What follows belongs to an exercise in optimizing a design on an open flow for small area, a short achievable clock period and few clock cycles; a production flow would make more cautious choices. RTL that was checked went through simulation tests only; none was proved equivalent to the original.

==> trial 93 <==
## ppc
module ppc (
    input  wire        clk,
    input  wire        rst,
    input  wire        bus_sel,
    input  wire        bus_write,
    input  wire [11:0] bus_addr,
    input  wire [31:0] bus_wdata,
    output reg  [31:0] bus_rdata,
    output wire        bus_ready,
    output wire        irq
);
Settings: LEC_CHECK=0, CAP_MARGIN=20, CORE_MARGIN=2, CORE_UTILIZATION=40, PLACE_DENSITY=0.6, SETUP_SLACK_MARGIN=5, SLEW_MARGIN=20; clock period 18.0 ns.
standard.sh (not shown) runs the stock make flow with config.mk's settings and CLKGATE_MAP_FILE= SYNTH_SCRIPT=/design/flow/synth_recipe.tcl, a recipe that flattens the netlist after the stock synthesis.
==> flow/flow/run.sh <==
#!/bin/bash
set -euo pipefail
bash standard.sh synth > synth.log 2>&1
bash standard.sh SETUP_SLACK_MARGIN=9 \
  "CTS_ARGS=-sink_clustering_enable -repair_clock_nets -dont_use_dummy_load -sink_clustering_size 24 -sink_clustering_max_diameter 90" \
  finish > layout.log 2>&1
==> trial 52 (differences from trial 93) <==
--- a/flow/design.v
+++ b/flow/design.v
@@ -28,11 +28,10 @@
     reg  [2:0]  irq_status;
     reg  [2:0]  err_code;
     reg  [7:0]  err_op;
     reg  [23:0] buf0 [0:MAX_PIXELS-1];
     reg         b0_clr;            
-    reg         b0_pw;             
     reg  [7:0]  buf1 [0:MAX_PIXELS-1];
     assign irq = |(irq_status & irq_en);
     wire [5:0] w6 = w[5:0];
     wire [5:0] h6 = h[5:0];
     wire empty_img = (w == 12'd0) || (h == 12'd0);
@@ -62,11 +61,11 @@
     reg         h_in;
     reg  [5:0]  h_idx;
     wire px_ready = !h_in || (h_idx < w_idx);
     wire op_ack   = (op == 8'h04);
     wire op_pixr  = (op == 8'h10);
-    assign bus_ready = !(is_cmd && (b0_clr || b0_pw || (e_busy && (phase == PH_SNAP) &&
+    assign bus_ready = !(is_cmd && (b0_clr || (e_busy && (phase == PH_SNAP) &&
                                                (op_ack || (op_pixr && !px_ready)))));
     wire        wr     = bus_sel && bus_write;
     wire        cmd_wr = is_cmd && bus_ready;
     wire op_nop  = (op == 8'h00);
     wire op_init = (op == 8'h01);
@@ -149,59 +148,35 @@
     reg        run_fin;           
     reg  [2:0] run_cnt;
     wire       run_end  = (phase == PH_RUN) &&
                           (run_fin || empty_img || run_cnt == RUN_MAX - 3'd1 ||
                            (e_kern == K_GRAY && q_v && q_lp));
-    function automatic [31:0] csa(input [15:0] a, input [15:0] b, input [15:0] c);
-        csa = {a ^ b ^ c, ((a & b) | (a & c) | (b & c)) << 1};
-    endfunction
-    function automatic [15:0] gray_sum(input [7:0] r, input [7:0] g, input [7:0] b);
-        reg [15:0] r0, r3, r2, r6, g1, g2, g4, g7, b0, b2, b3, b4;
-        reg [31:0] x0, x1, x2, x3, x4, x5, x6, x7, x8, x9;
-        begin
-            r0 = {8'd0, r};       r2 = r0 << 2; r3 = r0 << 3; r6 = r0 << 6;
-            g1 = {7'd0, g, 1'b0}; g2 = g1 << 1; g4 = g1 << 3; g7 = g1 << 6;
-            b0 = {8'd0, b};       b2 = b0 << 2; b3 = b0 << 3; b4 = b0 << 4;
-            x0 = csa(r6, r3, r2);
-            x1 = csa(r0, g7, g4);
-            x2 = csa(g2, g1, b4);
-            x3 = csa(b3, b2, b0);
-            x4 = csa(x0[31:16], x0[15:0], x1[31:16]);
-            x5 = csa(x1[15:0], x2[31:16], x2[15:0]);
-            x6 = csa(x4[31:16], x4[15:0], x5[31:16]);
-            x7 = csa(x5[15:0], x3[31:16], x3[15:0]);
-            x8 = csa(x6[31:16], x6[15:0], x7[31:16]);
-            x9 = csa(x8[31:16], x8[15:0], x7[15:0]);
-            gray_sum = x9[31:16] + x9[15:0];
-        end
-    endfunction
     wire [5:0] a0_idx = (e_busy && !e_src) ? r_idx : h_idx;
     wire [5:0] a1_idx = (e_busy &&  e_src) ? r_idx : h_idx;
     wire [23:0] a0 = buf0[a0_idx];
     wire [7:0]  a1 = buf1[a1_idx];
     wire [7:0]  u0 = buf0[ru_idx][7:0];
     wire [7:0]  d0 = buf0[rd_idx][7:0];
     wire [7:0]  u1 = buf1[ru_idx];
     wire [7:0]  d1 = buf1[rd_idx];
-    wire        rv   = e_busy && r_go;
-    wire [23:0] rpix = !rv ? 24'd0 : e_src ? {a1, a1, a1} : a0;
-    wire [7:0]  pu   = (!rv || r_fy) ? 8'd0 : (e_src ? u1 : u0);
-    wire [7:0]  pd   = (!rv || r_ly) ? 8'd0 : (e_src ? d1 : d0);
+    wire [23:0] rpix = e_src ? {a1, a1, a1} : a0;
+    wire [7:0]  pu   = r_fy ? 8'd0 : (e_src ? u1 : u0);
+    wire [7:0]  pd   = r_ly ? 8'd0 : (e_src ? d1 : d0);
     wire [7:0]  pc   = rpix[7:0];
     wire [9:0]        pb  = {2'd0, pu} + {1'd0, pc, 1'b0} + {2'd0, pd};
     wire signed [9:0] pdf = $signed({2'd0, pd}) - $signed({2'd0, pu});
-    wire [15:0] gsum = gray_sum(rc[7:0], rc[15:8], rc[23:16]);
+    wire [15:0] gsum = rc[7:0] * 8'd77 + rc[15:8] * 8'd150 + rc[23:16] * 8'd29;
     wire [9:0]        lbe = o_fx ? 10'd0 : lb;
     wire signed [9:0] lde = o_fx ? 10'sd0 : ld;
     wire [9:0]        rbe = o_lx ? 10'd0 : rb;
     wire signed [9:0] rde = o_lx ? 10'sd0 : rd;
     wire [11:0]        bsum = {2'd0, lbe} + {1'd0, cb, 1'b0} + {2'd0, rbe};
     wire signed [11:0] sx   = $signed({2'd0, rbe}) - $signed({2'd0, lbe});
     wire signed [11:0] sy   = lde + (cd <<< 1) + rde;
-    wire [11:0]        ax   = sx[11] ? ~sx : sx;
-    wire [11:0]        ay   = sy[11] ? ~sy : sy;
-    wire [12:0]        mag  = {1'b0, ax} + {1'b0, ay} + {12'd0, sx[11]} + {12'd0, sy[11]};
+    wire [11:0]        ax   = sx[11] ? -sx : sx;
+    wire [11:0]        ay   = sy[11] ? -sy : sy;
+    wire [12:0]        mag  = ax + ay;
     wire interior = !(o_fx || o_lx || o_fy || o_ly);
     reg  [7:0] e_val;
     always @* begin
         case (e_kern)
             K_GRAY:  e_val = cg;
@@ -338,11 +313,11 @@
                 r_fx <= 1'b0;
                 r_lx <= (r_x + 6'd2 == w6);
                 r_lp <= (r_x + 6'd2 == w6) && r_ly;
             end
         end
-        q_v  <= rv;
+        q_v  <= e_busy && r_go;
         q_fx <= r_fx;  q_lx <= r_lx;  q_fy <= r_fy;  q_ly <= r_ly;  q_lp <= r_lp;
         rb   <= pb;
         rd   <= pdf;
         rc   <= rpix;
         o_v  <= e_busy && q_v;
@@ -359,17 +334,16 @@
         if (st_stage)
             w_idx <= 6'd0;
         else if (w_v)
             w_idx <= w_idx + 6'd1;
     end
-    wire        b0_we   = e_busy ? (e_write && e_src) : b0_pw;
+    wire        b0_we   = e_busy ? (e_write && e_src) : (do_pixw && h_in);
     wire [5:0]  b0_idx  = e_busy ? w_idx : h_idx;
     wire [23:0] b0_data = b0_clr ? 24'd0 : e_busy ? {3{w_val}} : pix_data;
     wire        b1_we   = e_busy && e_write && !e_src;
     always @(posedge clk) begin
         b0_clr <= do_init && !rst;
-        b0_pw  <= do_pixw && h_in && !rst;
         for (i = 0; i < MAX_PIXELS; i = i + 1) begin
             if (b0_clr || (b0_we && b0_idx == i))
                 buf0[i] <= b0_data;
             if (b1_we && w_idx == i)
                 buf1[i] <= w_val;
==> flow/flow/run.sh (replaced) <==
#!/bin/bash
set -euo pipefail
bash standard.sh synth > synth.log 2>&1
bash standard.sh SETUP_SLACK_MARGIN=9 finish > layout.log 2>&1
==> trial 60 (differences from trial 93) <==
--- a/flow/design.v
+++ b/flow/design.v
@@ -149,33 +149,10 @@
     reg        run_fin;           
     reg  [2:0] run_cnt;
     wire       run_end  = (phase == PH_RUN) &&
                           (run_fin || empty_img || run_cnt == RUN_MAX - 3'd1 ||
                            (e_kern == K_GRAY && q_v && q_lp));
-    function automatic [31:0] csa(input [15:0] a, input [15:0] b, input [15:0] c);
-        csa = {a ^ b ^ c, ((a & b) | (a & c) | (b & c)) << 1};
-    endfunction
-    function automatic [15:0] gray_sum(input [7:0] r, input [7:0] g, input [7:0] b);
-        reg [15:0] r0, r3, r2, r6, g1, g2, g4, g7, b0, b2, b3, b4;
-        reg [31:0] x0, x1, x2, x3, x4, x5, x6, x7, x8, x9;
-        begin
-            r0 = {8'd0, r};       r2 = r0 << 2; r3 = r0 << 3; r6 = r0 << 6;
-            g1 = {7'd0, g, 1'b0}; g2 = g1 << 1; g4 = g1 << 3; g7 = g1 << 6;
-            b0 = {8'd0, b};       b2 = b0 << 2; b3 = b0 << 3; b4 = b0 << 4;
-            x0 = csa(r6, r3, r2);
-            x1 = csa(r0, g7, g4);
-            x2 = csa(g2, g1, b4);
-            x3 = csa(b3, b2, b0);
-            x4 = csa(x0[31:16], x0[15:0], x1[31:16]);
-            x5 = csa(x1[15:0], x2[31:16], x2[15:0]);
-            x6 = csa(x4[31:16], x4[15:0], x5[31:16]);
-            x7 = csa(x5[15:0], x3[31:16], x3[15:0]);
-            x8 = csa(x6[31:16], x6[15:0], x7[31:16]);
-            x9 = csa(x8[31:16], x8[15:0], x7[15:0]);
-            gray_sum = x9[31:16] + x9[15:0];
-        end
-    endfunction
     wire [5:0] a0_idx = (e_busy && !e_src) ? r_idx : h_idx;
     wire [5:0] a1_idx = (e_busy &&  e_src) ? r_idx : h_idx;
     wire [23:0] a0 = buf0[a0_idx];
     wire [7:0]  a1 = buf1[a1_idx];
     wire [7:0]  u0 = buf0[ru_idx][7:0];
@@ -187,21 +164,21 @@
     wire [7:0]  pu   = (!rv || r_fy) ? 8'd0 : (e_src ? u1 : u0);
     wire [7:0]  pd   = (!rv || r_ly) ? 8'd0 : (e_src ? d1 : d0);
     wire [7:0]  pc   = rpix[7:0];
     wire [9:0]        pb  = {2'd0, pu} + {1'd0, pc, 1'b0} + {2'd0, pd};
     wire signed [9:0] pdf = $signed({2'd0, pd}) - $signed({2'd0, pu});
-    wire [15:0] gsum = gray_sum(rc[7:0], rc[15:8], rc[23:16]);
+    wire [15:0] gsum = rc[7:0] * 8'd77 + rc[15:8] * 8'd150 + rc[23:16] * 8'd29;
     wire [9:0]        lbe = o_fx ? 10'd0 : lb;
     wire signed [9:0] lde = o_fx ? 10'sd0 : ld;
     wire [9:0]        rbe = o_lx ? 10'd0 : rb;
     wire signed [9:0] rde = o_lx ? 10'sd0 : rd;
     wire [11:0]        bsum = {2'd0, lbe} + {1'd0, cb, 1'b0} + {2'd0, rbe};
     wire signed [11:0] sx   = $signed({2'd0, rbe}) - $signed({2'd0, lbe});
     wire signed [11:0] sy   = lde + (cd <<< 1) + rde;
-    wire [11:0]        ax   = sx[11] ? ~sx : sx;
-    wire [11:0]        ay   = sy[11] ? ~sy : sy;
-    wire [12:0]        mag  = {1'b0, ax} + {1'b0, ay} + {12'd0, sx[11]} + {12'd0, sy[11]};
+    wire [11:0]        ax   = sx[11] ? -sx : sx;
+    wire [11:0]        ay   = sy[11] ? -sy : sy;
+    wire [12:0]        mag  = ax + ay;
     wire interior = !(o_fx || o_lx || o_fy || o_ly);
     reg  [7:0] e_val;
     always @* begin
         case (e_kern)
             K_GRAY:  e_val = cg;
==> flow/flow/run.sh (replaced) <==
#!/bin/bash
set -euo pipefail
bash standard.sh synth > synth.log 2>&1
bash standard.sh SETUP_SLACK_MARGIN=10 \
  "CTS_ARGS=-sink_clustering_enable -repair_clock_nets -dont_use_dummy_load -sink_clustering_size 20 -sink_clustering_max_diameter 90" \
  finish > layout.log 2>&1
==> qor summary <==
|  | trial 93 | trial 52 | trial 60 |
|---|---|---|---|
| Post-Route M1 WL | 139000 µm | 139000 µm | 138000 µm |
| First DRT Iteration DRCs | 12408 | 13055 | 12162 |
| Worst reg2reg endpoint | rb[8]$_DFF_P_ | rb[9]$_DFF_P_ | rb[9]$_DFF_P_ |
| Simple-gate portion of the synthesized area | 11.7% | 11.8% | 12.9% |
| Combined area of the multi-input logic cells | 30800 µm² | 31100 µm² | 32100 µm² |
| TAP cells | 2464 | 2480 | 2480 |
| Design area | 82500 µm² | 86300 µm² | 84300 µm² |
| Worst setup slack after placement | 7.91 ns | 7.60 ns | 7.61 ns |
| Portion of netlist area occupied by mux cells | 1.89% | 1.73% | 2.23% |
| GRT Total Usage | 41.1% | 39.7% | 38.8% |
| Met1 usage in global routing | 50.6% | 50.1% | 49.4% |
| Status | complete, no violations | complete, no violations | complete, no violations |
| Antenna diode instance count | 30 | 38 | 20 |
| Startpoint of the worst setup timing path | bus_addr[7] | bus_addr[6] | bus_addr[8] |
| Total via count after detailed routing | 65832 | 66713 | 65934 |
| Worst slew margin relative to its limit | 12.3% | 13.3% | 10.3% |
| Maximum number of pins on one net before global-route repair | 82 | 67 | 91 |
| Pre-antenna DRT Iters | 12 | 11 | 10 |
Testbench counts of trial 93, summed over its fixed seeds: cycles 15,265.
Testbench counts of trial 60, summed over its fixed seeds: cycles 15,265.
The RTL of trial 52 was laid out without a check of its function.

[separate check: timing with driven ports]
No port has a modelled driver above. Below, the same layouts with a new extraction and two added sets of constraints.
Step 1 (the two cells are an assumption about what drives the block):
set clk [get_ports {clk}]
set_driving_cell -lib_cell sky130_fd_sc_hd__clkbuf_16 $clk
set_driving_cell -lib_cell sky130_fd_sc_hd__buf_2 [delete_from_list [all_inputs] $clk]
Step 2, shift: input delay + t, output delay - t, t = (earliest + latest rising clock arrival at the registers) / 2. This alone moves slack from input paths to output paths.
a / b / c = ideal / step 1 / step 2; a / b = the first two.
run	shift t [ns]	slack for setup (ns)	slew at the worst register clock pin (ns)
trial 93	0.833	8.988 / 8.957 / 8.897	0.10 / 0.10
trial 52	0.930	8.828 / 8.787 / 8.096	0.07 / 0.07
trial 60	0.837	8.909 / 8.874 / 8.874	0.10 / 0.10
After both steps every run listed still meets setup and hold. The setup slack of trial 52, which loses most, moves by -0.041 ns with the drivers and by -0.732 ns with both steps.
